Context: an optimization exercise on an open-source flow, tuned for small area. The choices shown serve that exercise and are no tape-out recipe.
The RTL was checked by simulation tests, not by an equivalence proof against the original design.
Power and IR drop assume default switching activity.

==> flow/design.v <==
module periph_i2cm (
    input  wire        clk,
    input  wire        rst_n,
    input  wire        cmd_we,
    input  wire        stat_we,
    input  wire        delay_we,
    input  wire [31:0] wdata,
    input  wire        sda_p,
    output reg         scl_o,
    output reg         sda_o,
    output wire [11:0] stat,
    output wire [7:0]  data,
    output wire [15:0] delay_reg
);
    localparam [4:0] S_SD   = 5'd0;    
    localparam [4:0] S_SH   = 5'd1;    
    localparam [4:0] S_SL   = 5'd2;    
    localparam [4:0] R_PRE  = 5'd3;    
    localparam [4:0] R_SH   = 5'd4;    
    localparam [4:0] R_SM   = 5'd5;    
    localparam [4:0] R_SL   = 5'd6;    
    localparam [4:0] A_PRE  = 5'd7;    
    localparam [4:0] A_SH   = 5'd8;    
    localparam [4:0] A_SM   = 5'd9;    
    localparam [4:0] A_SL   = 5'd10;   
    localparam [4:0] T_0    = 5'd11;   
    localparam [4:0] T_1    = 5'd12;   
    localparam [4:0] T_2    = 5'd13;   
    localparam [4:0] T_3    = 5'd14;   
    localparam [4:0] P_0    = 5'd15;   
    localparam [4:0] P_1    = 5'd16;   
    localparam [4:0] P_2    = 5'd17;   
    localparam [4:0] I_0    = 5'd18;   
    localparam [4:0] W_SCL  = 5'd19;   
    localparam [4:0] W_SDA  = 5'd20;   
    localparam [4:0] W_RD   = 5'd21;   
    localparam [4:0] D_NONE = 5'd24;   
    localparam [4:0] D_OWN0 = 5'd25;
    localparam [4:0] D_OWN1 = 5'd26;
    localparam [4:0] D_RX   = 5'd27;
    localparam [4:0] D_ACK  = 5'd28;
    reg        busy;
    reg [4:0]  st;
    reg [8:0]  sh;
    reg [15:0] dq;
    reg [15:0] wait_cnt;
    reg        owned;
    reg [7:0]  rxdata;
    reg        sda_in;
    reg        ack;
    reg        nackf, cmderr, busyerr, seqerr;
    reg [15:0] delay;
    wire [3:0] w_op  = wdata[3:0];
    wire [7:0] w_arg = wdata[15:8];
    wire       w_hi0 = (wdata[31:16] == 16'd0) && (wdata[7:4] == 4'd0);
    reg       w_valid;
    reg [4:0] w_st;
    reg [8:0] w_sh;
    always @(*) begin
        w_valid = 1'b0;
        w_st    = W_RD;
        w_sh    = {w_arg[0], 8'b1000_0000};
        case (w_op)
            4'd1: begin w_valid = (w_arg == 8'd0);      w_st = I_0;   end
            4'd2: begin w_valid = (w_arg == 8'd0);      w_st = T_0;   end
            4'd3: begin w_valid = (w_arg == 8'd0);      w_st = P_0;   end
            4'd4: begin w_valid = 1'b1;                 w_st = S_SD;
                        w_sh = {w_arg, 1'b1};                         end
            4'd5: begin w_valid = (w_arg == 8'd0);      w_st = R_PRE;
                        w_sh = 9'b0_0000_0001;                        end
            4'd6: begin w_valid = (w_arg[7:1] == 7'd0); w_st = S_SD;  end
            4'd7: begin w_valid = (w_arg == 8'd0);      w_st = A_PRE; end
            4'd8: begin w_valid = (w_arg[7:1] == 7'd0); w_st = W_SCL; end
            4'd9: begin w_valid = (w_arg[7:1] == 7'd0); w_st = W_SDA; end
            4'd10: begin w_valid = (w_arg == 8'd0);     w_st = W_RD;  end
            default: ;
        endcase
        w_valid = w_valid && w_hi0;
    end
    wire w_seq = (w_op == 4'd3) || (w_op == 4'd4) || (w_op == 4'd5) ||
                 (w_op == 4'd6) || (w_op == 4'd7);
    wire sample = sda_o & sda_p;
    reg       m_scl, m_sda, m_smp, m_done;
    reg       m_val;
    reg [4:0] m_next;
    always @(*) begin
        m_scl  = 1'b0;
        m_sda  = 1'b0;
        m_smp  = 1'b0;
        m_done = 1'b0;
        m_val  = 1'b0;
        m_next = D_NONE;
        case (st)
            S_SD:  begin m_sda = 1'b1; m_val = sh[8]; m_next = S_SH; end
            S_SH:  begin m_scl = 1'b1; m_val = 1'b1;  m_next = S_SL; end
            S_SL:  begin m_scl = 1'b1; m_val = 1'b0;
                         m_next = (sh[7:0] == 8'd0) ? D_NONE : S_SD; end
            R_PRE: begin m_sda = 1'b1; m_val = 1'b1;  m_next = R_SH; end
            R_SH:  begin m_scl = 1'b1; m_val = 1'b1;  m_next = R_SM; end
            R_SM:  begin m_smp = 1'b1;                m_next = R_SL; end
            R_SL:  begin m_scl = 1'b1; m_val = 1'b0;
                         m_next = sh[8] ? D_RX : R_SH; end
            A_PRE: begin m_sda = 1'b1; m_val = 1'b1;  m_next = A_SH; end
            A_SH:  begin m_scl = 1'b1; m_val = 1'b1;  m_next = A_SM; end
            A_SM:  begin m_smp = 1'b1;                m_next = A_SL; end
            A_SL:  begin m_scl = 1'b1; m_val = 1'b0;  m_next = D_ACK; end
            T_0:   begin m_sda = 1'b1; m_val = 1'b1;  m_next = T_1; end
            T_1:   begin m_scl = 1'b1; m_val = 1'b1;  m_next = T_2; end
            T_2:   begin m_sda = 1'b1; m_val = 1'b0;  m_next = T_3; end
            T_3:   begin m_scl = 1'b1; m_val = 1'b0;  m_next = D_OWN1; end
            P_0:   begin m_sda = 1'b1; m_val = 1'b0;  m_next = P_1; end
            P_1:   begin m_scl = 1'b1; m_val = 1'b1;  m_next = P_2; end
            P_2:   begin m_sda = 1'b1; m_val = 1'b1;  m_next = D_OWN0; end
            I_0:   begin m_scl = 1'b1; m_val = 1'b1;  m_next = P_2; end
            W_SCL: begin m_scl = 1'b1; m_val = sh[8]; m_next = D_NONE; end
            W_SDA: begin m_sda = 1'b1; m_val = sh[8]; m_next = D_NONE; end
            W_RD:  begin m_smp = 1'b1;                m_next = D_NONE; end
            default: m_done = 1'b1;
        endcase
    end
    wire tick     = busy && (wait_cnt[15:1] == 15'd0);
    wire do_step  = tick && !m_done;
    wire complete = tick && m_done;
    wire busy_now = busy && !complete;
    wire accept   = cmd_we && !busy_now && w_valid;
    always @(posedge clk) begin
        wait_cnt <= tick ? dq : wait_cnt - 16'd1;
        if (do_step) begin
            st <= m_next;
            if (st == S_SH)
                sh <= {sh[7:0], 1'b0};
            else if (m_smp)
                sh <= {sh[7:0], sample};
        end
        if (accept) begin
            st       <= w_st;
            sh       <= w_sh;
            dq       <= delay;
            wait_cnt <= 16'd0;
        end
    end
    always @(posedge clk) begin
        if (!rst_n) begin
            scl_o    <= 1'b1;
            sda_o    <= 1'b1;
            busy     <= 1'b0;
            owned    <= 1'b0;
            rxdata   <= 8'd0;
            sda_in   <= 1'b0;
            ack      <= 1'b0;
            nackf    <= 1'b0;
            cmderr   <= 1'b0;
            busyerr  <= 1'b0;
            seqerr   <= 1'b0;
            delay    <= 16'd10;
        end else begin
            if (do_step) begin
                if (m_scl) scl_o  <= m_val;
                if (m_sda) sda_o  <= m_val;
                if (m_smp) sda_in <= sample;
            end
            if (complete) begin
                case (st)
                    D_OWN0: owned <= 1'b0;
                    D_OWN1: owned <= 1'b1;
                    D_RX:   rxdata <= sh[7:0];
                    D_ACK: begin
                        ack <= sh[0];
                        if (sh[0])
                            nackf <= 1'b1;
                    end
                    default: ;
                endcase
                busy <= 1'b0;
            end
            if (cmd_we) begin
                if (busy_now) begin
                    busyerr <= 1'b1;
                end else if (!w_valid) begin
                    cmderr <= 1'b1;
                end else begin
                    busy <= 1'b1;
                    if (w_seq && scl_o)
                        seqerr <= 1'b1;
                end
            end
            if (stat_we) begin
                if (wdata[8])  nackf   <= 1'b0;
                if (wdata[9])  cmderr  <= 1'b0;
                if (wdata[10]) busyerr <= 1'b0;
                if (wdata[11]) seqerr  <= 1'b0;
            end
            if (delay_we)
                delay <= wdata[15:0];
        end
    end
    assign stat      = {seqerr, busyerr, cmderr, nackf, 2'b00,
                        owned, ack, sda_in, sda_o, scl_o, busy};
    assign data      = rxdata;
    assign delay_reg = delay;
endmodule
module periph_flc (
    input  wire        clk,
    input  wire        rst_n,
    input  wire        cmd_we,
    input  wire        addr_we,
    input  wire        data_we,
    input  wire        stat_we,
    input  wire [31:0] wdata,
    input  wire [15:0] rd_addr,
    output wire [13:0] fl_raddr,
    input  wire [31:0] fl_rdata,
    output wire [13:0] fl_waddr,
    output wire        fl_we,
    output wire [3:0]  fl_wstrb,
    output wire [31:0] fl_wdata,
    output wire        fl_erase_page,
    output wire        fl_erase_all,
    output wire [1:0]  rd_lane,
    output wire        busy_now_o,
    output wire [31:0] addr_reg,
    output wire [31:0] data_reg,
    output wire [12:0] stat
);
    reg        locked;
    reg        busy;
    reg        c_prog;       
    reg        c_wide;       
    reg [15:0] areg;
    reg [31:0] cur_data;
    reg [9:0]  cnt;
    reg [31:0] addr;
    reg [31:0] data;
    reg        eop, pgerr, lockerr, addrerr, cmderr, busyerr;
    localparam [9:0] CNT_END   = 10'd0;
    localparam [9:0] SEED_200  = 10'd154;
    localparam [9:0] SEED_1000 = 10'd8;
    localparam [9:0] SEED_5    = 10'd448;
    localparam [9:0] SEED_8    = 10'd568;
    wire [9:0] cnt_step = {cnt[8:0], ~(cnt[9] ^ cnt[6])};
    wire [3:0] w_op    = wdata[3:0];
    wire       w_hi0   = (wdata[31:4] == 28'd0);
    wire       w_lock  = w_hi0 && (w_op == 4'd1 || w_op == 4'd2);
    wire       w_mut   = w_hi0 && (w_op >= 4'd3 && w_op <= 4'd6);
    wire       in_win  = (addr[31:16] == 16'h0800);
    reg        w_addr_ok;
    always @(*) begin
        case (w_op[1:0])
            2'b11:   w_addr_ok = in_win && (addr[9:0] == 10'd0);    
            2'b01:   w_addr_ok = in_win && !addr[0];                
            2'b10:   w_addr_ok = in_win && (addr[1:0] == 2'b00);    
            default: w_addr_ok = 1'b1;                              
        endcase
    end
    reg [9:0] w_seed;
    always @(*) begin
        case (w_op[1:0])
            2'b11:   w_seed = SEED_200;
            2'b00:   w_seed = SEED_1000;
            2'b01:   w_seed = SEED_5;
            default: w_seed = SEED_8;
        endcase
    end
    wire complete = busy && (cnt == CNT_END);
    wire busy_now = busy && !complete;
    wire accept   = cmd_we && !busy_now && w_mut && !locked && w_addr_ok;
    assign fl_raddr = areg[15:2];
    assign fl_waddr = areg[15:2];
    wire lo_ok      = (fl_rdata[15:0]  == 16'hFFFF);
    wire hi_ok      = (fl_rdata[31:16] == 16'hFFFF);
    wire tgt_ok     = (lo_ok || (!c_wide &&  areg[1])) &&
                      (hi_ok || (!c_wide && !areg[1]));
    wire pg_fail    = c_prog && !tgt_ok;
    assign fl_we         = complete && c_prog && !pg_fail;
    assign fl_erase_page = complete && !c_prog && !c_wide;
    assign fl_erase_all  = complete && !c_prog && c_wide;
    assign fl_wstrb      = {{2{c_wide | areg[1]}}, {2{c_wide | !areg[1]}}};
    assign fl_wdata      = cur_data;
    assign rd_lane       = areg[1:0];
    always @(posedge clk) begin
        cnt <= accept ? w_seed : cnt_step;
        if (!busy_now) begin
            areg <= accept ? addr[15:0] : rd_addr;
        end
        if (accept) begin
            c_prog   <= w_op[2] && (w_op[1:0] != 2'b00);
            c_wide   <= w_op[2] && !w_op[0];
            cur_data <= {(w_op[1] ? data[31:16] : data[15:0]), data[15:0]};
        end
    end
    always @(posedge clk) begin
        if (!rst_n) begin
            locked    <= 1'b1;
            busy      <= 1'b0;
            addr      <= 32'd0;
            data      <= 32'd0;
            eop       <= 1'b0;
            pgerr     <= 1'b0;
            lockerr   <= 1'b0;
            addrerr   <= 1'b0;
            cmderr    <= 1'b0;
            busyerr   <= 1'b0;
        end else begin
            if (complete) begin
                if (pg_fail)
                    pgerr <= 1'b1;
                else
                    eop <= 1'b1;
                busy <= 1'b0;
            end
            if (cmd_we) begin
                if (busy_now)
                    busyerr <= 1'b1;
                else if (!w_lock && !w_mut)
                    cmderr <= 1'b1;
                else if (w_mut && locked)
                    lockerr <= 1'b1;
                else if (w_mut && !w_addr_ok)
                    addrerr <= 1'b1;
                else if (w_lock)
                    locked <= !w_op[0];
                else
                    busy <= 1'b1;
            end
            if (addr_we)
                addr <= wdata;
            if (data_we)
                data <= wdata;
            if (stat_we) begin
                if (wdata[2])  eop     <= 1'b0;
                if (wdata[8])  pgerr   <= 1'b0;
                if (wdata[9])  lockerr <= 1'b0;
                if (wdata[10]) addrerr <= 1'b0;
                if (wdata[11]) cmderr  <= 1'b0;
                if (wdata[12]) busyerr <= 1'b0;
            end
        end
    end
    assign busy_now_o = busy_now;
    assign addr_reg   = addr;
    assign data_reg   = data;
    assign stat       = {busyerr, cmderr, addrerr, lockerr, pgerr,
                         5'd0, eop, 1'b0, busy};
endmodule
module periph (
    input  wire        clk,
    input  wire        rst_n,
    input  wire        hreq,
    input  wire        hwrite,
    input  wire [1:0]  hsize,       
    input  wire [31:0] haddr,
    input  wire [31:0] hwdata,
    output wire        hready,
    output wire [31:0] hrdata,
    output wire [1:0]  hfault,
    output wire        scl_o,
    output wire        sda_o,
    input  wire        sda_p,
    output wire [13:0] fl_raddr,
    input  wire [31:0] fl_rdata,
    output wire [13:0] fl_waddr,
    output wire        fl_we,
    output wire [3:0]  fl_wstrb,
    output wire [31:0] fl_wdata,
    output wire        fl_erase_page,
    output wire        fl_erase_all
);
    wire sel_flash = haddr[27];
    wire sel_flc   = haddr[4];
    wire a_mis     = haddr[1] | haddr[0];
    wire f_align = (hsize[0] & haddr[0]) | (hsize[1] & a_mis);
    wire [1:0] fault = sel_flash ? {hwrite | f_align, hwrite}
                                 : {hsize[1] & a_mis, ~hsize[1]};
    wire flt = fault[1] | fault[0];
    wire flc_busy_now;
    wire flash_rd = sel_flash & ~hwrite & ~f_align;
    assign hready = ~(flash_rd & flc_busy_now);
    wire reg_wr = hreq & hwrite & ~sel_flash & ~flt;
    wire [1:0] reg_idx = haddr[3:2];
    wire i2cm_cmd_we   = reg_wr & ~sel_flc & (reg_idx == 2'd0);
    wire i2cm_stat_we  = reg_wr & ~sel_flc & (reg_idx == 2'd1);
    wire i2cm_delay_we = reg_wr & ~sel_flc & (reg_idx == 2'd3);
    wire flc_cmd_we    = reg_wr &  sel_flc & (reg_idx == 2'd0);
    wire flc_addr_we   = reg_wr &  sel_flc & (reg_idx == 2'd1);
    wire flc_data_we   = reg_wr &  sel_flc & (reg_idx == 2'd2);
    wire flc_stat_we   = reg_wr &  sel_flc & (reg_idx == 2'd3);
    wire [11:0] i2cm_stat;
    wire [7:0]  i2cm_data;
    wire [15:0] i2cm_delay;
    wire [31:0] flc_addr, flc_data;
    wire [12:0] flc_stat;
    wire [1:0]  rd_lane;
    periph_i2cm u_i2cm (
        .clk       (clk),
        .rst_n     (rst_n),
        .cmd_we    (i2cm_cmd_we),
        .stat_we   (i2cm_stat_we),
        .delay_we  (i2cm_delay_we),
        .wdata     (hwdata),
        .sda_p     (sda_p),
        .scl_o     (scl_o),
        .sda_o     (sda_o),
        .stat      (i2cm_stat),
        .data      (i2cm_data),
        .delay_reg (i2cm_delay)
    );
    periph_flc u_flc (
        .clk           (clk),
        .rst_n         (rst_n),
        .cmd_we        (flc_cmd_we),
        .addr_we       (flc_addr_we),
        .data_we       (flc_data_we),
        .stat_we       (flc_stat_we),
        .wdata         (hwdata),
        .rd_addr       (haddr[15:0]),
        .fl_raddr      (fl_raddr),
        .fl_rdata      (fl_rdata),
        .fl_waddr      (fl_waddr),
        .fl_we         (fl_we),
        .fl_wstrb      (fl_wstrb),
        .fl_wdata      (fl_wdata),
        .fl_erase_page (fl_erase_page),
        .fl_erase_all  (fl_erase_all),
        .rd_lane       (rd_lane),
        .busy_now_o    (flc_busy_now),
        .addr_reg      (flc_addr),
        .data_reg      (flc_data),
        .stat          (flc_stat)
    );
    reg [1:0] fault_q;
    reg       rd_flash_q;
    reg       rd_flc_q;
    reg [1:0] rd_sel_q;      
    always @(posedge clk) begin
        fault_q    <= fault;
        rd_flash_q <= sel_flash;
        rd_flc_q   <= sel_flc;
        rd_sel_q   <= sel_flash ? hsize : reg_idx;
    end
    wire        r_fl   = rd_flash_q;
    wire        r_i2c  = !rd_flash_q && !rd_flc_q;
    wire        r_flc  = !rd_flash_q &&  rd_flc_q;
    wire        s_i2st = r_i2c && rd_sel_q == 2'd1;
    wire        s_i2dt = r_i2c && rd_sel_q == 2'd2;
    wire        s_i2dl = r_i2c && rd_sel_q == 2'd3;
    wire        s_addr = r_flc && rd_sel_q == 2'd1;
    wire        s_data = r_flc && rd_sel_q == 2'd2;
    wire        s_fst  = r_flc && rd_sel_q == 2'd3;
    wire        s_l0   = r_fl && rd_lane == 2'd0;
    wire        s_l1   = r_fl && rd_lane == 2'd1;
    wire        s_l2   = r_fl && rd_lane == 2'd2;
    wire        s_l3   = r_fl && rd_lane == 2'd3;
    wire        s_hlo  = r_fl && rd_sel_q != 2'd0 && !rd_lane[1];
    wire        s_hhi  = r_fl && rd_sel_q != 2'd0 &&  rd_lane[1];
    wire        s_w    = r_fl && rd_sel_q[1];
    wire [31:0] regs_rd = ({32{s_addr}} & flc_addr) |
                          ({32{s_data}} & flc_data) |
                          ({32{s_fst}}  & {19'd0, flc_stat}) |
                          ({32{s_i2st}} & {20'd0, i2cm_stat}) |
                          ({32{s_i2dt}} & {24'd0, i2cm_data}) |
                          ({32{s_i2dl}} & {16'd0, i2cm_delay});
    wire [31:0] fl_rd = {({16{s_w}} & fl_rdata[31:16]),
                            ({8{s_hlo}} & fl_rdata[15:8])  | ({8{s_hhi}} & fl_rdata[31:24]),
                            ({8{s_l0}}  & fl_rdata[7:0])   | ({8{s_l1}}  & fl_rdata[15:8]) |
                            ({8{s_l2}}  & fl_rdata[23:16]) | ({8{s_l3}}  & fl_rdata[31:24])};
    assign hrdata = regs_rd | fl_rd;
    assign hfault = fault_q;
endmodule
==> flow/flow/run.sh <==
#!/bin/bash
# Layout flow: the standard layout on the standard synthesis, with
#  - the combinational logic of that synthesis re-mapped by ABC for area
#    (flip-flops untouched, same cells and names),
#  - the smallest buffer on every port,
#  - a clock tree of smaller buffers.
set -euo pipefail
cd "$(dirname "$0")/.."
W=$(pwd)
RES=$W/orfs/results/sky130hd/periph/base
LIB=$FLOW_HOME/platforms/sky130hd/lib/sky130_fd_sc_hd__tt_025C_1v80.lib
YOSYS=$(command -v yosys || echo $FLOW_HOME/../tools/install/yosys/bin/yosys)

export BUFFER_PORTS_ARGS="-buffer_cell sky130_fd_sc_hd__buf_1"
export CTS_ARGS="-sink_clustering_enable -repair_clock_nets -dont_use_dummy_load -buf_list sky130_fd_sc_hd__clkbuf_4 -sink_clustering_size 10 -sink_clustering_max_diameter 40"

bash standard.sh synth > flow_synth.log 2>&1

cp $RES/1_2_yosys.v $W/flow/std_1_2_yosys.v.txt
# several ABC scripts; keep the smallest netlist
best=""; best_area=""
for abc in flow/abc_*.abc; do
  n=$(basename $abc .abc)
  mkdir -p flow/$n
  sed -e "s|LIBFILE|$LIB|g" -e "s|NETLIST|$W/flow/std_1_2_yosys.v.txt|" \
      -e "s|ABCSCRIPT|$W/$abc|" -e "s|OUTFILE|$W/flow/$n/remap.v|" \
      flow/remap.ys > flow/$n/remap_run.ys
  if (cd flow/$n && $YOSYS -s remap_run.ys) > flow_remap_$n.log 2>&1; then
    a=$(grep "Chip area for module" flow/$n/post_stat.txt | grep -v sky130 | head -1 | awk '{print $NF}')
    echo "$n $a" >> flow_remap_areas.log
    if [[ -n "$a" ]] && { [[ -z "$best_area" ]] || python3 -c "import sys; sys.exit(0 if $a < $best_area else 1)"; }; then
      best=$n; best_area=$a
    fi
  fi
done
echo "best $best $best_area" >> flow_remap_areas.log
cp flow/$best/remap.v $RES/1_2_yosys.v
rm -f $RES/1_synth.odb $RES/1_synth.sdc

bash standard.sh > flow_layout.log 2>&1
==> flow/flow/abc_a2.abc <==
strash
dch -f
amap
mfs2
strash
dch -f
amap
mfs2
strash
dch -f
amap
topo
==> flow/flow/abc_a3.abc <==
strash
dch -f
amap
mfs2
strash
dch -f
amap
mfs2
strash
dch -f
amap
mfs2
strash
dch -f
amap
topo
==> flow/flow/abc_a5.abc <==
strash
dch -f
amap
mfs2
strash
dch -f
amap
mfs2
strash
dch -f
amap
mfs2
strash
dch -f
amap
mfs2
strash
dch -f
amap
mfs2
strash
dch -f
amap
topo
==> flow/flow/abc_a6.abc <==
strash
dch -f
amap
mfs2
strash
dch -f
amap
mfs2
strash
dch -f
amap
mfs2
strash
dch -f
amap
mfs2
strash
dch -f
amap
mfs2
strash
dch -f
amap
mfs2
strash
dch -f
amap
topo
==> flow/flow/abc_ad3.abc <==
strash
dc2
strash
dch -f
amap
mfs2
strash
dch -f
amap
mfs2
strash
dch -f
amap
mfs2
strash
dch -f
amap
topo
==> flow/flow/abc_an4.abc <==
strash
dch
amap
mfs2
strash
dch
amap
mfs2
strash
dch
amap
mfs2
strash
dch
amap
mfs2
strash
dch -f
amap
topo
==> flow/flow/abc_m6.abc <==
strash
dch -f
map -a
mfs2
strash
dch -f
map -a
mfs2
strash
dch -f
map -a
mfs2
strash
dch -f
map -a
mfs2
strash
dch -f
map -a
mfs2
strash
dch -f
map -a
topo
==> flow/flow/abc_ma3.abc <==
strash
dch -f
map -a
mfs2
strash
dch -f
map -a
mfs2
strash
dch -f
map -a
mfs2
strash
dch -f
amap
topo
==> flow/flow/abc_md6.abc <==
strash
dc2
strash
dch -f
map -a
mfs2
strash
dch -f
map -a
mfs2
strash
dch -f
map -a
mfs2
strash
dch -f
map -a
mfs2
strash
dch -f
map -a
mfs2
strash
dch -f
map -a
topo
==> flow/flow/remap.ys <==
# Re-map the combinational logic of the standard synthesis for area. The
# flip-flops (and tie cells) stay as they are, under their own names.
read_liberty -ignore_miss_func LIBFILE
read_verilog -defer NETLIST
hierarchy -top periph
setattr -mod -set keep_hierarchy 1 sky130_fd_sc_hd__dfxtp_1 sky130_fd_sc_hd__edfxtp_1 sky130_fd_sc_hd__conb_1
flatten
opt_clean
tee -o pre_stat.txt stat -liberty LIBFILE
abc -liberty LIBFILE -dont_use *lpflow* -dont_use *probe* -script ABCSCRIPT
opt_clean -purge
hilomap -singleton -hicell sky130_fd_sc_hd__conb_1 HI -locell sky130_fd_sc_hd__conb_1 LO
insbuf -buf sky130_fd_sc_hd__buf_1 A X
splitnets
rename -hide w:*.*
opt_clean -purge
select -assert-none periph/t:$*
tee -o post_stat.txt stat -liberty LIBFILE
select periph
write_verilog -selected -noattr -noexpr -nohex -nodec OUTFILE
==> flow/standard.sh <==
#!/bin/bash
# synth_recipe.tcl (not shown) runs the flow's synth.tcl, then flattens the netlist and writes it again
# the make line also repeats each setting of config.mk as NAME=value (left out here)
make -C /OpenROAD-flow-scripts/flow DESIGN_CONFIG=/design/flow/config.mk WORK_HOME=/design/flow/orfs CLKGATE_MAP_FILE= SYNTH_SCRIPT=/design/flow/synth_recipe.tcl "${@:-finish}"
==> flow/config.mk <==
export PLATFORM = sky130hd
export DESIGN_NAME = periph
export DESIGN_NICKNAME = periph
export VERILOG_FILES = /design/flow/design.v
export SDC_FILE = /design/flow/constraint.sdc
export NUM_CORES = 4
export LEC_CHECK = 0
export CAP_MARGIN = 20
export CORE_MARGIN = 2
export CORE_UTILIZATION = 40
export SLEW_MARGIN = 20
==> flow/constraint.sdc <==
create_clock -name core_clock -period 10.0 [get_ports {clk}]
set_input_delay 2.0000 -clock core_clock [delete_from_list [all_inputs] [get_ports {clk}]]
set_output_delay 2.0000 -clock core_clock [all_outputs]
set_load 0.01 [all_outputs]
==> results.txt, run 1 <==
maximum level of the CTS H-tree: 1
most frequent cell on the critical path: sky130_fd_sc_hd__buf_1
RSZ-0062 raised after global routing: no
Gate Count Post-Synth: 993
TritonCTS Buffers: 31
setup slack of the critical path after layout: 4410 ps
Antenna Nets Post-Route: 0
insertion delay to the later sink of the worst-skew pair: 700 ps
max frequency: 0.179 GHz
startpoint kind of the worst setup timing path: primary input
worst-path cell chain: buf_1, clkinv_1, nor3_1, nand4_1, nor4_1, o22ai_1, nor2_1, buf_1
CTS clock-pin slew for the worst setup and hold paths: 100 ps
power per cell area: 138 nW/um^2
number of gates resized after cts: 0
effective utilization at floorplan: 0.409
fill cell total of the finished layout: 2317
area of the mapped netlist: 9280 sq um
antenna violations before repair: 1
Die Wd: 156 um
most frequent cells in the layout: 191 x sky130_fd_sc_hd__buf_1, 180 x sky130_fd_sc_hd__nor2_1, 138 x sky130_fd_sc_hd__dfxtp_1
wire length of the first global-routing pass: 50300 um
detailed-router iteration count before antenna repair: 6
number of design rule violations left after detail routing: 0
Tmin final: 5590 ps
final weighted congestion in routability-driven placement: 0.924
final total negative setup slack: 0 ps
hold bufs inserted after CTS: 0
busiest layer in global routing: met2
Largest stage delay, worst path: 320 ps
number of vias after detailed routing: 8957
type of the worst setup path: primary input to output port
Hold Slack: 432 ps
clock skew: 37.1 ps
Mapped Avg Cell Area: 9.35 sq um
CTS sink count: 218
dpl cell area: 10500 sq um
worst rel slew slack: 0.265
GR met2 Demand/Resource: 0.426
Hold Violations, Final: 0
Setup WS pre-CTS: 4400 ps
maximum vdd drop: 0.0904 mV
most common cell after layout, fill and taps aside: sky130_fd_sc_hd__buf_1
count of endpoints failing setup in the final report: 0
clock tree buffer depth: 3
placeable core region: 22700 sq um
synthesized netlist net count: 1096
cell type of the slowest stage on the worst timing path: sky130_fd_sc_hd__nor2_1
buffer cell driving the clock tree root: sky130_fd_sc_hd__clkbuf_4
cell area after layout: 10700 sq um
largest net degree at the start of global routing: 96
average wire length per cell after detail routing: 22.8 um
final period utilization: 0.559
status: no timing/DRC/antenna violations
remaining global-route overflow: 0
max-capacitance violation count: 0
height of the die: 156 um
vias per std cell: 6.02
pins over their slew limit: 0
ratio of cells with drive above 1 in the final layout: 0.0490
Setup Buffers After CTS: 0
nature of the critical path endpoint: output port
DRT iter0 DRCs: 875
number of nets in the layout: 1308
Tot GR Track Use: 0.272
standard-cell rows: 55
area enclosed by the die boundary: 24400 sq um
clock tree from TritonCTS: done
maximum fanout along the worst path: 3
half-perimeter wire length after placement: 24900 um
number of I/O port buffers: 191
static leakage: 3.51 nW
synth warn: 3
number of global-route vias before repair: 8392
Total Wirelength: 34000 um
area delta synth->final: 15.5%
IO Pins: 207
grt met1 use: 0.370
Crit path required time: 8000 ps
signal arrival time at the worst endpoint: 3590 ps
worst hold path class: flip-flop to flip-flop
transition time at the pin with the least slew margin: 1100 ps
global-route met3 utilization: 0.0457
[area by class of cell]
class	instances	area, sq um	area share
well taps	285	357	0.0333
multi-input cells	625	3620	0.338
inverters	120	450	0.0420
diodes	1	2.50	0.000233
flip-flops and latches	218	5160	0.482
repair buffers	209	892	0.0832
clock buffers	31	233	0.0217
[power by group]
group / switching (mW) / internal, mW
clock network: 0.289 / 0.141
logic: 0.0894 / 0.0350
registers: 0.00480 / 0.920
[per-layer routing]
| metal | up-vias | share of wire |
|---|---|---|
| met5 | - | 0 |
| met4 | 0 | 0.044 |
| met3 | 81 | 0.089 |
| met2 | 461 | 0.46 |
| met1 | 4266 | 0.41 |
| li1 | 4149 | - |
[worst max-delay path, delay by kind of cell]
family | cells | cell delay (ps)
compound gates | 1 | 190
buf+inv | 3 | 540
simple gates | 4 | 860
[path summary, 6_finish.rpt]
kind | to | cells past startpoint | slack [ps] | start
worst min-delay path | u_flc.cnt[2] | 2 | 430 | u_flc.cnt[1]
worst max-delay path | fl_we | 8 | 4410 | fl_rdata[26]
worst min register to register | u_flc.cnt[2] | 2 | 430 | u_flc.cnt[1]
worst max register to register | u_i2cm.sh[7] | 10 | 5940 | u_i2cm.wait_cnt[14]
[through the flow]
stage | util | power [mW] | instances
floorplan | - | 1.00 | 993
global placement | 0.459 | 1.07 | 1455
detailed placement | 0.461 | 1.07 | 1457
CTS | 0.472 | 1.49 | 1488
global route | 0.472 | 1.53 | 1489
finish | 0.472 | 1.48 | 1489
==> inputs of run 2 (changes only) <==
--- a/flow/flow/run.sh
+++ b/flow/flow/run.sh
@@ -3,7 +3,8 @@
 #  - the combinational logic of that synthesis re-mapped by ABC for area
 #    (flip-flops untouched, same cells and names),
 #  - the smallest buffer on every port,
-#  - a clock tree of smaller buffers.
+#  - a clock tree of smaller buffers,
+#  - no cells above x4 drive for the layout's repairs.
 set -euo pipefail
 cd "$(dirname "$0")/.."
 W=$(pwd)
@@ -37,4 +38,8 @@
 cp flow/$best/remap.v $RES/1_2_yosys.v
 rm -f $RES/1_synth.odb $RES/1_synth.sdc
 
-bash standard.sh > flow_layout.log 2>&1
+# the layout's repairs may not pick cells larger than the x4 buffer; the
+# list also holds the platform's own don't-use cells, since a make
+# command-line setting replaces the platform's list
+DONT_USE="$(tr '\n' ' ' < flow/no_big_cells.txt)"
+bash standard.sh "DONT_USE_CELLS=$DONT_USE" finish > flow_layout.log 2>&1
==> flow/flow/no_big_cells.txt (new file) <==
sky130_fd_sc_hd__a2111o_4
sky130_fd_sc_hd__a2111oi_4
sky130_fd_sc_hd__a211o_4
sky130_fd_sc_hd__a211oi_4
sky130_fd_sc_hd__a21bo_4
sky130_fd_sc_hd__a21boi_4
sky130_fd_sc_hd__a21o_4
sky130_fd_sc_hd__a21oi_4
sky130_fd_sc_hd__a221o_4
sky130_fd_sc_hd__a221oi_4
sky130_fd_sc_hd__a22o_4
sky130_fd_sc_hd__a22oi_4
sky130_fd_sc_hd__a2bb2o_4
sky130_fd_sc_hd__a2bb2oi_4
sky130_fd_sc_hd__a311o_4
sky130_fd_sc_hd__a311oi_4
sky130_fd_sc_hd__a31o_4
sky130_fd_sc_hd__a31oi_4
sky130_fd_sc_hd__a32o_4
sky130_fd_sc_hd__a32oi_4
sky130_fd_sc_hd__a41o_4
sky130_fd_sc_hd__a41oi_4
sky130_fd_sc_hd__and2_4
sky130_fd_sc_hd__and2b_4
sky130_fd_sc_hd__and3_4
sky130_fd_sc_hd__and3b_4
sky130_fd_sc_hd__and4_4
sky130_fd_sc_hd__and4b_4
sky130_fd_sc_hd__and4bb_4
sky130_fd_sc_hd__buf_12
sky130_fd_sc_hd__buf_16
sky130_fd_sc_hd__buf_6
sky130_fd_sc_hd__buf_8
sky130_fd_sc_hd__bufbuf_16
sky130_fd_sc_hd__bufbuf_8
sky130_fd_sc_hd__bufinv_16
sky130_fd_sc_hd__bufinv_8
sky130_fd_sc_hd__clkbuf_16
sky130_fd_sc_hd__clkinv_16
sky130_fd_sc_hd__clkinv_4
sky130_fd_sc_hd__clkinv_8
sky130_fd_sc_hd__clkinvlp_4
sky130_fd_sc_hd__dfrtp_4
sky130_fd_sc_hd__dfstp_4
sky130_fd_sc_hd__dfxtp_4
sky130_fd_sc_hd__dlclkp_4
sky130_fd_sc_hd__dlrtn_4
sky130_fd_sc_hd__dlrtp_4
sky130_fd_sc_hd__dlxtn_4
sky130_fd_sc_hd__ebufn_4
sky130_fd_sc_hd__ebufn_8
sky130_fd_sc_hd__einvn_4
sky130_fd_sc_hd__einvn_8
sky130_fd_sc_hd__einvp_4
sky130_fd_sc_hd__einvp_8
sky130_fd_sc_hd__fa_4
sky130_fd_sc_hd__ha_4
sky130_fd_sc_hd__inv_12
sky130_fd_sc_hd__inv_16
sky130_fd_sc_hd__inv_4
sky130_fd_sc_hd__inv_6
sky130_fd_sc_hd__inv_8
sky130_fd_sc_hd__lpflow_bleeder_1
sky130_fd_sc_hd__lpflow_clkbufkapwr_1
sky130_fd_sc_hd__lpflow_clkbufkapwr_16
sky130_fd_sc_hd__lpflow_clkbufkapwr_2
sky130_fd_sc_hd__lpflow_clkbufkapwr_4
sky130_fd_sc_hd__lpflow_clkbufkapwr_8
sky130_fd_sc_hd__lpflow_clkinvkapwr_1
sky130_fd_sc_hd__lpflow_clkinvkapwr_16
sky130_fd_sc_hd__lpflow_clkinvkapwr_2
sky130_fd_sc_hd__lpflow_clkinvkapwr_4
sky130_fd_sc_hd__lpflow_clkinvkapwr_8
sky130_fd_sc_hd__lpflow_decapkapwr_12
sky130_fd_sc_hd__lpflow_decapkapwr_3
sky130_fd_sc_hd__lpflow_decapkapwr_4
sky130_fd_sc_hd__lpflow_decapkapwr_6
sky130_fd_sc_hd__lpflow_decapkapwr_8
sky130_fd_sc_hd__lpflow_inputiso0n_1
sky130_fd_sc_hd__lpflow_inputiso0p_1
sky130_fd_sc_hd__lpflow_inputiso1n_1
sky130_fd_sc_hd__lpflow_inputiso1p_1
sky130_fd_sc_hd__lpflow_inputisolatch_1
sky130_fd_sc_hd__lpflow_isobufsrc_1
sky130_fd_sc_hd__lpflow_isobufsrc_16
sky130_fd_sc_hd__lpflow_isobufsrc_2
sky130_fd_sc_hd__lpflow_isobufsrc_4
sky130_fd_sc_hd__lpflow_isobufsrc_8
sky130_fd_sc_hd__lpflow_isobufsrckapwr_16
sky130_fd_sc_hd__lpflow_lsbuf_lh_hl_isowell_tap_1
sky130_fd_sc_hd__lpflow_lsbuf_lh_hl_isowell_tap_2
sky130_fd_sc_hd__lpflow_lsbuf_lh_hl_isowell_tap_4
sky130_fd_sc_hd__lpflow_lsbuf_lh_isowell_4
sky130_fd_sc_hd__lpflow_lsbuf_lh_isowell_tap_1
sky130_fd_sc_hd__lpflow_lsbuf_lh_isowell_tap_2
sky130_fd_sc_hd__lpflow_lsbuf_lh_isowell_tap_4
sky130_fd_sc_hd__maj3_4
sky130_fd_sc_hd__mux2_4
sky130_fd_sc_hd__mux2_8
sky130_fd_sc_hd__mux2i_4
sky130_fd_sc_hd__mux4_4
sky130_fd_sc_hd__nand2_4
sky130_fd_sc_hd__nand2_8
sky130_fd_sc_hd__nand2b_4
sky130_fd_sc_hd__nand3_4
sky130_fd_sc_hd__nand3b_4
sky130_fd_sc_hd__nand4_4
sky130_fd_sc_hd__nand4b_4
sky130_fd_sc_hd__nand4bb_4
sky130_fd_sc_hd__nor2_4
sky130_fd_sc_hd__nor2_8
sky130_fd_sc_hd__nor2b_4
sky130_fd_sc_hd__nor3_4
sky130_fd_sc_hd__nor3b_4
sky130_fd_sc_hd__nor4_4
sky130_fd_sc_hd__nor4b_4
sky130_fd_sc_hd__nor4bb_4
sky130_fd_sc_hd__o2111a_4
sky130_fd_sc_hd__o2111ai_4
sky130_fd_sc_hd__o211a_4
sky130_fd_sc_hd__o211ai_4
sky130_fd_sc_hd__o21a_4
sky130_fd_sc_hd__o21ai_4
sky130_fd_sc_hd__o21ba_4
sky130_fd_sc_hd__o21bai_4
sky130_fd_sc_hd__o221a_4
sky130_fd_sc_hd__o221ai_4
sky130_fd_sc_hd__o22a_4
sky130_fd_sc_hd__o22ai_4
sky130_fd_sc_hd__o2bb2a_4
sky130_fd_sc_hd__o2bb2ai_4
sky130_fd_sc_hd__o311a_4
sky130_fd_sc_hd__o311ai_4
sky130_fd_sc_hd__o31a_4
sky130_fd_sc_hd__o31ai_4
sky130_fd_sc_hd__o32a_4
sky130_fd_sc_hd__o32ai_4
sky130_fd_sc_hd__o41a_4
sky130_fd_sc_hd__o41ai_4
sky130_fd_sc_hd__or2_4
sky130_fd_sc_hd__or2b_4
sky130_fd_sc_hd__or3_4
sky130_fd_sc_hd__or3b_4
sky130_fd_sc_hd__or4_4
sky130_fd_sc_hd__or4b_4
sky130_fd_sc_hd__or4bb_4
sky130_fd_sc_hd__probe_p_8
sky130_fd_sc_hd__probec_p_8
sky130_fd_sc_hd__sdfrtp_4
sky130_fd_sc_hd__sdfstp_4
sky130_fd_sc_hd__sdfxtp_4
sky130_fd_sc_hd__sdlclkp_4
sky130_fd_sc_hd__sedfxtp_4
sky130_fd_sc_hd__xnor2_4
sky130_fd_sc_hd__xnor3_4
sky130_fd_sc_hd__xor2_4
sky130_fd_sc_hd__xor3_4
==> run 2 against run 1 <==
  * Still clean on timing, DRC and antenna
  * Via count up 1.0%
  * Combinational power about the same
  * Sequential share of layout area up 0.42 points
  * Routed wire length up 0.43%
  * Cell area down 0.86%
  * Clock power up 7.4%
  * Sequential cell count unchanged
  * Critical endpoint is now hrdata[4]
  * First-iteration DRC count up 46%
  * Register-to-register slack worse by 700 ps
  * Largest power group unchanged
  * Area after synthesis unchanged
  * Global-route usage up 0.56 points
==> results.txt, run 2 <==
status: no timing/DRC/antenna violations
wire length of the first global-routing pass: 50900 um
max frequency: 0.179 GHz
average wire length per cell after detail routing: 22.8 um
number of nets in the layout: 1312
most frequent cell on the critical path: sky130_fd_sc_hd__buf_1
worst-path cell chain: clkinv_1, nand2_1, nor3_2, buf_2, buf_1, a22o_1, a2111oi_0, o221ai_1, buf_1
Crit path required time: 8000 ps
hold bufs inserted after CTS: 0
count of endpoints failing setup in the final report: 0
setup slack of the critical path after layout: 4410 ps
synth warn: 3
IO Pins: 207
worst rel slew slack: 0.265
half-perimeter wire length after placement: 25100 um
number of I/O port buffers: 191
transition time at the pin with the least slew margin: 1090 ps
Hold Path Cell Cnt: 2
static leakage: 3.47 nW
signal arrival time at the worst endpoint: 3590 ps
final cell count without fillers: 1493
cell type of the slowest stage on the worst timing path: sky130_fd_sc_hd__buf_1
detailed-router iteration count before antenna repair: 6
maximum level of the CTS H-tree: 2
Setup Buffers After CTS: 0
height of the die: 156 um
final core area utilization: 0.468
clock skew: 123 ps
DRT iter0 DRCs: 1278
most frequent cells in the layout: 200 x sky130_fd_sc_hd__buf_1, 180 x sky130_fd_sc_hd__nor2_1, 138 x sky130_fd_sc_hd__dfxtp_1
wire length on met1: 13900 um
Top Layer Used: met4
most common cell after layout, fill and taps aside: sky130_fd_sc_hd__buf_1
number of design rule violations left after detail routing: 0
Die Wd: 156 um
pins over their slew limit: 0
maximum vdd drop: 0.0802 mV
r2r worst-path depth: 10
placeable core region: 22700 sq um
effective utilization at floorplan: 0.409
Mapped Avg Cell Area: 9.35 sq um
fill cell total of the finished layout: 2289
max-capacitance violation count: 0
remaining global-route overflow: 0
Setup WS pre-CTS: 3930 ps
area delta synth->final: 14.5%
number of gates resized after cts: 0
power per cell area: 142 nW/um^2
Gate Count Post-Synth: 993
Total Wirelength: 34100 um
number of vias after detailed routing: 9050
ratio of cells with drive above 1 in the final layout: 0.0447
final period utilization: 0.559
CTS clock-pin slew for the worst setup and hold paths: 70 ps
Antenna Nets Post-Route: 0
maximum fanout along the worst path: 18
clock tree buffer depth: 3
RSZ-0062 raised after global routing: no
final total negative setup slack: 0 ps
nature of the critical path endpoint: output port
buffer cell driving the clock tree root: sky130_fd_sc_hd__clkbuf_4
area enclosed by the die boundary: 24400 sq um
TritonCTS Buffers: 35
insertion delay to the later sink of the worst-skew pair: 670 ps
Largest stage delay, worst path: 770 ps
synthesized netlist net count: 1096
dpl cells: 1456
Tmin final: 5590 ps
number of global-route vias before repair: 8476
type of the worst setup path: flip-flop to output port
Routed met2 length: 15200 um
Hold Violations, Final: 0
largest net degree at the start of global routing: 70
standard-cell rows: 55
worst hold path class: flip-flop to flip-flop
antenna violations before repair: 1
CTS sink count: 218
Tot GR Track Use: 0.277
area of the mapped netlist: 9280 sq um
startpoint kind of the worst setup timing path: flip-flop
final weighted congestion in routability-driven placement: 0.960
clock tree from TritonCTS: done
met3 routed WL: 3330 um
vias per std cell: 6.06
-- run 2: routing by layer --
metal,track usage,up-vias
met5,0,-
met4,0.139,0
met3,0.0543,103
met2,0.416,542
met1,0.382,4250
li1,-,4155
-- run 2: report_power, final --
part	leakage [nW]	switching, mW	internal, mW
clock	0.161	0.300	0.161
combinational	1.40	0.0883	0.0339
sequential	1.91	0.00510	0.920
total	3.47	0.394	1.12
-- run 2: worst paths after layout --
path / start / endpoint / slack, ps
max: rd_flash_q / hrdata[4] / 4410
max reg2reg: u_i2cm.wait_cnt[14] / u_i2cm.sh[7] / 5240
min reg2reg: u_flc.cnt[1] / u_flc.cnt[2] / 430
min: u_flc.cnt[1] / u_flc.cnt[2] / 430
-- run 2: area by class of cell --
cell class                 count  area (sq um)  share of cell area
antenna                        1          2.50            0.000235
clock buffer                  35           263              0.0247
inverter                     120           450              0.0424
multi-input combinational    625          3590               0.338
sequential                   218          5160               0.486
tap                          285           357              0.0335
timing repair buffer         209           801              0.0753
-- run 2: critical path, delay by kind of cell (launching register included) --
kind | cells | cell delay (ps)
buf+inv | 4 | 1430
simple gates | 2 | 650
compound gates | 3 | 500
flops | 1 | 370
-- run 2: through the flow --
stage / hold slack, ps / cell area [sq um] / power [mW]
6_report: 430 / 10600 / 1.51
4_1_cts: 429 / 10600 / 1.52
3_5_place_dp: 418 / 10400 / 1.06
3_3_place_gp: 421 / 10400 / 1.07
2_1_floorplan: 403 / 9290 / 1.00
5_1_grt: 463 / 10600 / 1.56
==> inputs of run 3 (changes only) <==
==> flow/flow/abc_a3.abc (replaced) <==
strash
dch -f
amap 
mfs2
strash
dch -f
amap 
mfs2
strash
dch -f
amap 
mfs2
strash
dch -f
amap 
topo
==> flow/flow/abc_f20_3.abc (new file) <==
strash
dch -f
amap -F 20
mfs2
strash
dch -f
amap -F 20
mfs2
strash
dch -f
amap -F 20
mfs2
strash
dch -f
amap -F 20
topo
==> flow/flow/abc_f2_3.abc (new file) <==
strash
dch -f
amap -F 2
mfs2
strash
dch -f
amap -F 2
mfs2
strash
dch -f
amap -F 2
mfs2
strash
dch -f
amap -F 2
topo
==> flow/flow/abc_f4_3.abc (new file) <==
strash
dch -f
amap -F 4
mfs2
strash
dch -f
amap -F 4
mfs2
strash
dch -f
amap -F 4
mfs2
strash
dch -f
amap -F 4
topo
==> flow/flow/abc_f4_5.abc (new file) <==
strash
dch -f
amap -F 4
mfs2
strash
dch -f
amap -F 4
mfs2
strash
dch -f
amap -F 4
mfs2
strash
dch -f
amap -F 4
mfs2
strash
dch -f
amap -F 4
mfs2
strash
dch -f
amap -F 4
topo
==> flow/flow/abc_f4_6.abc (new file) <==
strash
dch -f
amap -F 4
mfs2
strash
dch -f
amap -F 4
mfs2
strash
dch -f
amap -F 4
mfs2
strash
dch -f
amap -F 4
mfs2
strash
dch -f
amap -F 4
mfs2
strash
dch -f
amap -F 4
mfs2
strash
dch -f
amap -F 4
topo
==> flow/flow/abc_f6_3.abc (new file) <==
strash
dch -f
amap -F 6
mfs2
strash
dch -f
amap -F 6
mfs2
strash
dch -f
amap -F 6
mfs2
strash
dch -f
amap -F 6
topo
==> flow/flow/abc_f6_6.abc (new file) <==
strash
dch -f
amap -F 6
mfs2
strash
dch -f
amap -F 6
mfs2
strash
dch -f
amap -F 6
mfs2
strash
dch -f
amap -F 6
mfs2
strash
dch -f
amap -F 6
mfs2
strash
dch -f
amap -F 6
mfs2
strash
dch -f
amap -F 6
topo
==> flow/flow/abc_f8_3.abc (new file) <==
strash
dch -f
amap -F 8
mfs2
strash
dch -f
amap -F 8
mfs2
strash
dch -f
amap -F 8
mfs2
strash
dch -f
amap -F 8
topo
removed: flow/flow/abc_a2.abc
removed: flow/flow/abc_a5.abc
removed: flow/flow/abc_a6.abc
removed: flow/flow/abc_ad3.abc
removed: flow/flow/abc_an4.abc
removed: flow/flow/abc_m6.abc
removed: flow/flow/abc_ma3.abc
removed: flow/flow/abc_md6.abc
==> run 3 against run 2 <==
  * Worst hold slack improved by 0.93 ps
  * Non-clock buffer count fell by 1
  * Count of clock-buffer cells in the layout did not move
  * Utilization down 0.30 points
  * Routed wire length is 1.3% lower
  * First-iteration DRC count decreased by 6.7%
  * Power shrank 0.56%
  * Worst setup slack lost 320 ps
  * Sequential share of layout area grew 0.76 points
  * Via count is 1.4% lower
  * Die area is 1.6% lower
  * Critical path depth down 3
  * Critical path type is now primary input to output port
==> results.txt, run 3 <==
most common cell after layout, fill and taps aside: sky130_fd_sc_hd__buf_1
detailed-router iteration count before antenna repair: 9
status: no timing/DRC/antenna violations
area delta synth->final: 14.6%
antenna violations before repair: 1
clock skew: 117 ps
effective utilization at floorplan: 0.406
max frequency: 0.169 GHz
half-perimeter wire length after placement: 24600 um
number of nets in the layout: 1271
average wire length per cell after detail routing: 23.2 um
Die Wd: 155 um
largest net degree at the start of global routing: 62
area of the mapped netlist: 9130 sq um
setup slack of the critical path after layout: 4080 ps
placeable core region: 22500 sq um
CTS sink count: 218
CTS clock-pin slew for the worst setup and hold paths: 100 ps
number of vias after detailed routing: 8924
type of the worst setup path: primary input to output port
Setup Buffers After CTS: 0
height of the die: 155 um
synthesized netlist net count: 1056
nature of the critical path endpoint: output port
number of gates resized after cts: 0
Total Wirelength: 33700 um
final core area utilization: 0.465
signal arrival time at the worst endpoint: 3920 ps
insertion delay to the later sink of the worst-skew pair: 660 ps
wire length of the first global-routing pass: 50500 um
most frequent cells in the layout: 202 x sky130_fd_sc_hd__buf_1, 143 x sky130_fd_sc_hd__nor2_1, 138 x sky130_fd_sc_hd__dfxtp_1
buffer cell driving the clock tree root: sky130_fd_sc_hd__clkbuf_4
maximum fanout along the worst path: 4
Antenna Nets Post-Route: 0
worst hold path class: flip-flop to flip-flop
fill cell total of the finished layout: 2213
max-capacitance violation count: 0
IO Pins: 207
final total negative setup slack: 0 ps
power per cell area: 143 nW/um^2
dpl cells: 1415
hold bufs inserted after CTS: 0
worst setup slack for register-to-register paths: 5450 ps
Gate Count Post-Synth: 953
Hold Violations, Final: 0
final period utilization: 0.592
final cell count without fillers: 1452
ratio of cells with drive above 1 in the final layout: 0.0420
remaining global-route overflow: 0
count of endpoints failing setup in the final report: 0
total design power: 1.50 mW
pins over their slew limit: 0
area enclosed by the die boundary: 24000 sq um
static leakage: 3.44 nW
final weighted congestion in routability-driven placement: 0.937
Crit path required time: 8000 ps
number of global-route vias before repair: 8264
TritonCTS Buffers: 35
number of design rule violations left after detail routing: 0
number of I/O port buffers: 191
Mapped Avg Cell Area: 9.58 sq um
Tmin final: 5920 ps
startpoint kind of the worst setup timing path: primary input
DRT iter0 DRCs: 1192
vias per std cell: 6.15
worst rel slew slack: 0.242
synth warn: 3
transition time at the pin with the least slew margin: 1130 ps
clock tree from TritonCTS: done
maximum level of the CTS H-tree: 2
RSZ-0062 raised after global routing: no
Tot GR Track Use: 0.277
standard-cell rows: 55
maximum vdd drop: 0.0948 mV
clock tree buffer depth: 3
Setup WS pre-CTS: 4290 ps
run 3: worst paths after layout:
kind                                         start                to  depth (start not counted)
worst max register to register  u_i2cm.wait_cnt[5]  u_i2cm.rxdata[4]                         12
worst min register to register        u_flc.cnt[8]      u_flc.cnt[9]                          2
worst min-delay path                  u_flc.cnt[8]      u_flc.cnt[9]                          2
worst max-delay path                  fl_rdata[26]             fl_we                          6
run 3: worst max-delay path, cell delays in order:
cell                      delay [ps]
sky130_fd_sc_hd__buf_1           330
sky130_fd_sc_hd__nand4_1         140
sky130_fd_sc_hd__nor4_1          820
sky130_fd_sc_hd__o22ai_1         180
sky130_fd_sc_hd__nor2_1          260
sky130_fd_sc_hd__buf_1           180
run 3: per-stage QoR:
step,hold slack (ps),instance area [sq um]
5_1_grt,451,10500
6_report,431,10500
3_5_place_dp,425,10200
2_1_floorplan,403,9130
4_1_cts,440,10400
3_3_place_gp,423,10200
run 3: power by group:
part           internal [mW]  switching (mW)
clock                  0.161           0.292
sequential             0.922         0.00564
combinational         0.0337          0.0866
run 3: layout make-up:
cell class,instances,area [sq um],share of cell area
Sequential cell,218,5160,0.494
Multi-Input combinational cell,607,3510,0.335
Timing Repair Buffer,208,800,0.0764
Inverter,98,369,0.0353
Tap cell,285,357,0.0341
Clock buffer,35,263,0.0251
Antenna cell,1,2.50,0.000239
run 3: metal layers:
metal	wire length [um]	up-vias	track usage
met5	0	-	0
met2	15200	538	0.438
met1	13700	4234	0.374
met4	1360	0	0.103
met3	3460	91	0.0618
li1	-	4061	-
==> inputs of run 4 (changes only) <==
--- a/flow/flow/run.sh
+++ b/flow/flow/run.sh
@@ -13,7 +13,7 @@
 YOSYS=$(command -v yosys || echo $FLOW_HOME/../tools/install/yosys/bin/yosys)
 
 export BUFFER_PORTS_ARGS="-buffer_cell sky130_fd_sc_hd__buf_1"
-export CTS_ARGS="-sink_clustering_enable -repair_clock_nets -dont_use_dummy_load -buf_list sky130_fd_sc_hd__clkbuf_4 -sink_clustering_size 10 -sink_clustering_max_diameter 40"
+export CTS_ARGS="-sink_clustering_enable -repair_clock_nets -dont_use_dummy_load -buf_list sky130_fd_sc_hd__clkbuf_4 -sink_clustering_size 9 -sink_clustering_max_diameter 50"
 
 bash standard.sh synth > flow_synth.log 2>&1
 
==> flow/flow/abc_g10_6.abc (new file) <==
strash
dch -f
amap -F 10
mfs2
strash
dch -f
amap -F 10
mfs2
strash
dch -f
amap -F 10
mfs2
strash
dch -f
amap -F 10
mfs2
strash
dch -f
amap -F 10
mfs2
strash
dch -f
amap -F 10
mfs2
strash
dch -f
amap -F 10
topo
==> flow/flow/abc_g3_6.abc (new file) <==
strash
dch -f
amap -F 3
mfs2
strash
dch -f
amap -F 3
mfs2
strash
dch -f
amap -F 3
mfs2
strash
dch -f
amap -F 3
mfs2
strash
dch -f
amap -F 3
mfs2
strash
dch -f
amap -F 3
mfs2
strash
dch -f
amap -F 3
topo
==> run 4 against run 3 <==
  * Sequential share of layout area is 0.14 points higher
  * Still clean on timing, DRC and antenna
  * Critical path type unchanged
  * Routed wire length is 1.3% lower
  * Largest cell class unchanged
  * Sequential power hardly changed
  * Fmax is 4.1% higher
  * Non-clock buffer count is 4 higher
==> results.txt, run 4 <==
status: no timing/DRC/antenna violations
remaining global-route overflow: 0
placeable core region: 22500 sq um
synthesized netlist net count: 1050
clock skew: 44.1 ps
Hold Slack: 433 ps
startpoint kind of the worst setup timing path: primary input
average wire length per cell after detail routing: 23.0 um
clock tree buffer depth: 3
final core area utilization: 0.464
most frequent cells in the layout: 202 x sky130_fd_sc_hd__buf_1, 152 x sky130_fd_sc_hd__nor2_1, 138 x sky130_fd_sc_hd__dfxtp_1
signal arrival time at the worst endpoint: 3690 ps
hold path start: u_flc.cnt[1]
RSZ-0062 raised after global routing: no
buffer cell driving the clock tree root: sky130_fd_sc_hd__clkbuf_4
final weighted congestion in routability-driven placement: 0.961
worst rel slew slack: 0.271
CTS sink count: 218
Tmin final: 5690 ps
number of I/O port buffers: 191
area of the mapped netlist: 9100 sq um
static leakage: 3.40 nW
pins over their slew limit: 0
hold bufs inserted after CTS: 0
DRT iter0 DRCs: 1191
IO Pins: 207
nature of the critical path endpoint: output port
number of vias after detailed routing: 8944
number of gates resized after cts: 0
antenna violations before repair: 1
number of design rule violations left after detail routing: 0
Critical Path Source: fl_rdata[29]
half-perimeter wire length after placement: 24100 um
Antenna Nets Post-Route: 0
power per cell area: 141 nW/um^2
effective utilization at floorplan: 0.404
maximum level of the CTS H-tree: 1
final total negative setup slack: 0 ps
maximum fanout along the worst path: 4
synth warn: 3
maximum vdd drop: 0.0829 mV
max-capacitance violation count: 0
final period utilization: 0.569
wire length of the first global-routing pass: 49200 um
area delta synth->final: 14.7%
Die Wd: 155 um
detailed-router iteration count before antenna repair: 8
transition time at the pin with the least slew margin: 1090 ps
final cell count without fillers: 1444
TritonCTS Buffers: 29
type of the worst setup path: primary input to output port
Setup Buffers After CTS: 0
worst hold path class: flip-flop to flip-flop
Gate Count Post-Synth: 947
clock tree from TritonCTS: done
setup slack of the critical path after layout: 4310 ps
Crit path required time: 8000 ps
area enclosed by the die boundary: 24000 sq um
fill cell total of the finished layout: 2205
dpl cells: 1411
startpoint of the most critical register-to-register path: u_i2cm.st[1]
most common cell after layout, fill and taps aside: sky130_fd_sc_hd__buf_1
max frequency: 0.176 GHz
CTS clock-pin slew for the worst setup and hold paths: 100 ps
number of global-route vias before repair: 8128
vias per std cell: 6.19
number of nets in the layout: 1263
largest net degree at the start of global routing: 63
Setup WS pre-CTS: 3970 ps
Tot GR Track Use: 0.268
height of the die: 155 um
ratio of cells with drive above 1 in the final layout: 0.0406
Mapped Avg Cell Area: 9.61 sq um
insertion delay to the later sink of the worst-skew pair: 690 ps
Hold Violations, Final: 0
standard-cell rows: 55
count of endpoints failing setup in the final report: 0
Total Wirelength: 33200 um
==> run 4: cell count changes in the layout (fill, tap and decap cells not counted), sizes merged, moves of 4 or more <==
cell    previous run  this run
nor2             145       154
o21ai             68        54
clkbuf            36        32
o221ai             9         5
nor4              13        18
nand2             37        31
==> run 4: cell type report <==
class                   instances  area [sq um]  area share
clock buffers                  29           218      0.0209
well taps                     285           357      0.0342
diodes                          1          2.50    0.000240
inverters                      96           360      0.0345
flip-flops and latches        218          5160       0.495
multi-input cells             603          3490       0.335
repair buffers                212           840      0.0805
==> run 4: where the power goes <==
part / internal (mW) / leakage, nW / switching [mW] / total, mW
Combinational: 0.0334 / 1.38 / 0.0852 / 0.119
Sequential: 0.920 / 1.89 / 0.00425 / 0.925
Clock: 0.133 / 0.133 / 0.291 / 0.423
Total: 1.09 / 3.40 / 0.380 / 1.47
==> run 4: layer usage <==
layer / vias up / global-route usage / part of all wire
met3: 101 / 0.0454 / 0.10
met5: - / 0 / 0
met1: 4230 / 0.368 / 0.41
met2: 567 / 0.422 / 0.45
li1: 4046 / - / -
met4: 0 / 0.108 / 0.047
==> run 4: critical path, cell delays in order <==
cell	delay, ps
sky130_fd_sc_hd__buf_1	360
sky130_fd_sc_hd__nand4_1	140
sky130_fd_sc_hd__nor4_1	630
sky130_fd_sc_hd__o22ai_1	230
sky130_fd_sc_hd__nor2b_1	160
sky130_fd_sc_hd__buf_1	160
==> run 4: path summary, 6_finish.rpt <==
check                                     to  slack, ps  cells after the start
worst min-delay path            u_flc.cnt[2]        430                      2
worst max register to register  u_i2cm.sh[4]       6510                      8
worst min register to register  u_flc.cnt[2]        430                      2
worst max-delay path                   fl_we       4310                      6
==> run 4: stage by stage <==
stage                     instance area, sq um  power [mW]
after floorplan                           9100       0.999
after global placement                   10200        1.06
after detailed placement                 10200        1.06
after CTS                                10400        1.47
after global routing                     10400        1.51
final                                    10400        1.47
==> inputs of run 5 (changes only) <==
--- a/flow/design.v
+++ b/flow/design.v
@@ -228,15 +228,14 @@
     reg        c_wide;       
     reg [15:0] areg;
     reg [31:0] cur_data;
-    reg [9:0]  cnt;
+    reg [2:0]  pcnt;
     reg [31:0] addr;
     reg [31:0] data;
     reg        eop, pgerr, lockerr, addrerr, cmderr, busyerr;
     localparam [9:0] CNT_END   = 10'd0;
     localparam [9:0] SEED_200  = 10'd154;
     localparam [9:0] SEED_1000 = 10'd8;
-    localparam [9:0] SEED_5    = 10'd448;
-    localparam [9:0] SEED_8    = 10'd568;
+    wire [9:0] cnt      = cur_data[9:0];
     wire [9:0] cnt_step = {cnt[8:0], ~(cnt[9] ^ cnt[6])};
     wire [3:0] w_op    = wdata[3:0];
     wire       w_hi0   = (wdata[31:4] == 28'd0);
@@ -252,16 +251,8 @@
             default: w_addr_ok = 1'b1;                              
         endcase
     end
-    reg [9:0] w_seed;
-    always @(*) begin
-        case (w_op[1:0])
-            2'b11:   w_seed = SEED_200;
-            2'b00:   w_seed = SEED_1000;
-            2'b01:   w_seed = SEED_5;
-            default: w_seed = SEED_8;
-        endcase
-    end
-    wire complete = busy && (cnt == CNT_END);
+    wire [9:0] w_seed = w_op[0] ? SEED_200 : SEED_1000;    
+    wire complete = busy && (c_prog ? (pcnt == 3'd0) : (cnt == CNT_END));
     wire busy_now = busy && !complete;
     wire accept   = cmd_we && !busy_now && w_mut && !locked && w_addr_ok;
     assign fl_raddr = areg[15:2];
@@ -278,14 +269,17 @@
     assign fl_wdata      = cur_data;
     assign rd_lane       = areg[1:0];
     always @(posedge clk) begin
-        cnt <= accept ? w_seed : cnt_step;
+        pcnt <= accept ? {1'b1, w_op[1], w_op[1]} : pcnt - 3'd1;
         if (!busy_now) begin
             areg <= accept ? addr[15:0] : rd_addr;
         end
         if (accept) begin
             c_prog   <= w_op[2] && (w_op[1:0] != 2'b00);
             c_wide   <= w_op[2] && !w_op[0];
-            cur_data <= {(w_op[1] ? data[31:16] : data[15:0]), data[15:0]};
+            cur_data <= {(w_op[1] ? data[31:16] : data[15:0]), data[15:10],
+                         (w_op[2] && (w_op[1:0] != 2'b00)) ? data[9:0] : w_seed};
+        end else if (!c_prog) begin
+            cur_data[9:0] <= cnt_step;
         end
     end
     always @(posedge clk) begin
==> run 5 against run 4 <==
  * Still clean on timing, DRC and antenna
  * Non-clock buffer count decreased by 4
  * Area after synthesis increased by 0.18%
  * Final cell count increased by 0.76%
  * Critical path type is now primary input to flip-flop
  * Critical endpoint is now u_flc.cur_data[3]
  * Largest cell class unchanged
==> results.txt, run 5 <==
status: no timing/DRC/antenna violations
area delta synth->final: 13.9%
signal arrival time at the worst endpoint: 6470 ps
pins over their slew limit: 0
final total negative setup slack: 0 ps
setup slack of the critical path after layout: 3960 ps
hold bufs inserted after CTS: 0
clock skew: 38.1 ps
startpoint kind of the worst setup timing path: primary input
Setup Buffers After CTS: 0
most frequent cells in the layout: 200 x sky130_fd_sc_hd__buf_1, 147 x sky130_fd_sc_hd__nor2_1, 131 x sky130_fd_sc_hd__dfxtp_1
average wire length per cell after detail routing: 23.7 um
Tot GR Track Use: 0.279
transition time at the pin with the least slew margin: 1180 ps
dpl cells: 1424
standard-cell rows: 55
CTS sink count: 211
number of gates resized after cts: 0
number of nets in the layout: 1274
RSZ-0062 raised after global routing: no
effective utilization at floorplan: 0.405
maximum fanout along the worst path: 21
insertion delay to the later sink of the worst-skew pair: 670 ps
worst rel slew slack: 0.207
number of I/O port buffers: 191
Critical Path Source: hwdata[1]
TritonCTS Buffers: 28
maximum vdd drop: 0.0662 mV
count of endpoints failing setup in the final report: 0
remaining global-route overflow: 0
most common cell after layout, fill and taps aside: sky130_fd_sc_hd__buf_1
number of global-route vias before repair: 8196
number of design rule violations left after detail routing: 0
global-route met3 utilization: 0.0699
clock tree from TritonCTS: done
max-capacitance violation count: 0
wire length of the first global-routing pass: 50500 um
IO Pins: 207
static leakage: 3.39 nW
fill cell total of the finished layout: 2271
synth warn: 3
worst hold path class: flip-flop to flip-flop
CTS clock-pin slew for the worst setup and hold paths: 100 ps
vias per std cell: 6.21
worst setup path endpoint: u_flc.cur_data[3]
Total Wirelength: 34500 um
nature of the critical path endpoint: flip-flop
Crit path required time: 10440 ps
detailed-router iteration count before antenna repair: 10
type of the worst setup path: primary input to flip-flop
height of the die: 155 um
placeable core region: 22500 sq um
busiest layer in global routing: met2
grt met1 use: 0.390
number of vias after detailed routing: 9029
final period utilization: 0.604
antenna violations before repair: 3
GR met2 Demand/Resource: 0.420
worst setup slack for register-to-register paths: 5650 ps
synthesized netlist net count: 1076
power per cell area: 138 nW/um^2
r2r worst-path depth: 11
Antenna Nets Post-Route: 0
ratio of cells with drive above 1 in the final layout: 0.0385
Setup WS pre-CTS: 3420 ps
Die Wd: 155 um
final cell count without fillers: 1455
largest net degree at the start of global routing: 47
clock tree buffer depth: 3
critical register-to-register path endpoint: u_flc.cur_data[3]
Mapped Avg Cell Area: 9.37 sq um
area of the mapped netlist: 9120 sq um
Gate Count Post-Synth: 973
maximum level of the CTS H-tree: 1
max frequency: 0.166 GHz
final weighted congestion in routability-driven placement: 0.950
area enclosed by the die boundary: 24000 sq um
half-perimeter wire length after placement: 25400 um
DRT iter0 DRCs: 1205
Tmin final: 6040 ps
buffer cell driving the clock tree root: sky130_fd_sc_hd__clkbuf_4
startpoint of the most critical register-to-register path: u_flc.cur_data[8]
Hold Violations, Final: 0
[run 5: changes by cell type in the layout (fill, tap and decap cells not counted), moves of 7 or more]
cell,before,now
sky130_fd_sc_hd__clkinv_1,95,106
sky130_fd_sc_hd__nand2_1,31,40
sky130_fd_sc_hd__o221a_1,1,9
sky130_fd_sc_hd__a22oi_1,22,8
sky130_fd_sc_hd__o221ai_1,5,12
sky130_fd_sc_hd__dfxtp_1,138,131
sky130_fd_sc_hd__o22ai_1,64,73
[run 5: critical path: stages]
cell and delay, ps:
sky130_fd_sc_hd__buf_1 510, sky130_fd_sc_hd__clkinv_1 800, sky130_fd_sc_hd__nor2_1 560, sky130_fd_sc_hd__o21ai_0 190, sky130_fd_sc_hd__a21oi_1 350, sky130_fd_sc_hd__nand4_1 160
sky130_fd_sc_hd__nor3_2 450, sky130_fd_sc_hd__buf_1 750, sky130_fd_sc_hd__nand2_1 410, sky130_fd_sc_hd__o22a_1 270
[run 5: stage by stage]
step	total power, mW	utilization	instance area (sq um)	hold WS, ps
2_1_floorplan	0.969	-	9120	416
3_3_place_gp	1.03	0.450	10100	428
3_5_place_dp	1.03	0.450	10100	426
4_1_cts	1.43	0.460	10300	427
5_1_grt	1.48	0.461	10400	427
6_report	1.43	0.461	10400	434
[run 5: cell type report]
class,instances,area [sq um],area share
flip-flops and latches,211,5020,0.484
repair buffers,208,808,0.0778
clock buffers,28,210,0.0202
diodes,1,2.50,0.000241
well taps,285,357,0.0343
multi-input cells,615,3580,0.345
inverters,107,402,0.0387
[run 5: how the worst min path moves through the flow]
stage                                 from            endpoint  cells after the start
after detailed placement  u_i2cm.delay[14]       u_i2cm.dq[14]                      0
final                     u_i2cm.delay[13]       u_i2cm.dq[13]                      0
after global placement      u_flc.data[13]  u_flc.cur_data[13]                      0
after global routing      u_i2cm.delay[13]       u_i2cm.dq[13]                      0
after floorplan             u_flc.data[13]  u_flc.cur_data[13]                      0
after CTS                 u_i2cm.delay[13]       u_i2cm.dq[13]                      0
[run 5: per-layer routing]
metal	up-vias	wire length, um
met1	4251	14600
met5	-	0
li1	4113	-
met2	578	14800
met4	0	1260
met3	87	3900
[run 5: power by group]
| group | internal [mW] | switching [mW] |
|---|---|---|
| Clock | 0.128 | 0.283 |
| Sequential | 0.892 | 0.00472 |
| Combinational | 0.0322 | 0.0891 |
| Total | 1.05 | 0.377 |

what the ideal ports hide:
In the flow no input, the clock included, has a driving cell. The finished layouts below were timed again as built, in two steps.
Step 1 (the two cells are an assumption about what drives the block):
set clk [get_ports {clk}]
set_driving_cell -lib_cell sky130_fd_sc_hd__clkbuf_16 $clk
set_driving_cell -lib_cell sky130_fd_sc_hd__buf_2 [delete_from_list [all_inputs] $clk]
Step 2 moves the port delays by t, midway between the first and last clock arrival at a register: inputs arrive t later, outputs are due t later. That takes back most of the time a late clock gives input paths.
Slacks: ideal / step 1 / step 2; pairs: ideal / step 1.
run | shift t [ns] | setup slack, ns | slew at the worst register clock pin (ns) | worst slew at a driven data input, ns | pins driven straight from the clock port
run 1 | 0.722 | 4.406 / 4.381 / 4.366 | 0.10 / 0.10 | 0.07 | 1
run 2 | 0.654 | 4.405 / 4.359 / 3.902 | 0.11 / 0.11 | 0.06 | 1
run 3 | 0.645 | 4.083 / 4.055 / 4.055 | 0.11 / 0.11 | 0.07 | 1
run 4 | 0.714 | 4.314 / 4.290 / 3.912 | 0.11 / 0.11 | 0.07 | 1
run 5 | 0.702 | 3.962 / 3.979 / 3.278 | 0.11 / 0.11 | 0.06 | 1
After both steps setup and hold are still met in every run listed. The setup slack of run 5, which loses most, moves by +0.017 ns with the drivers and by -0.684 ns with both steps.
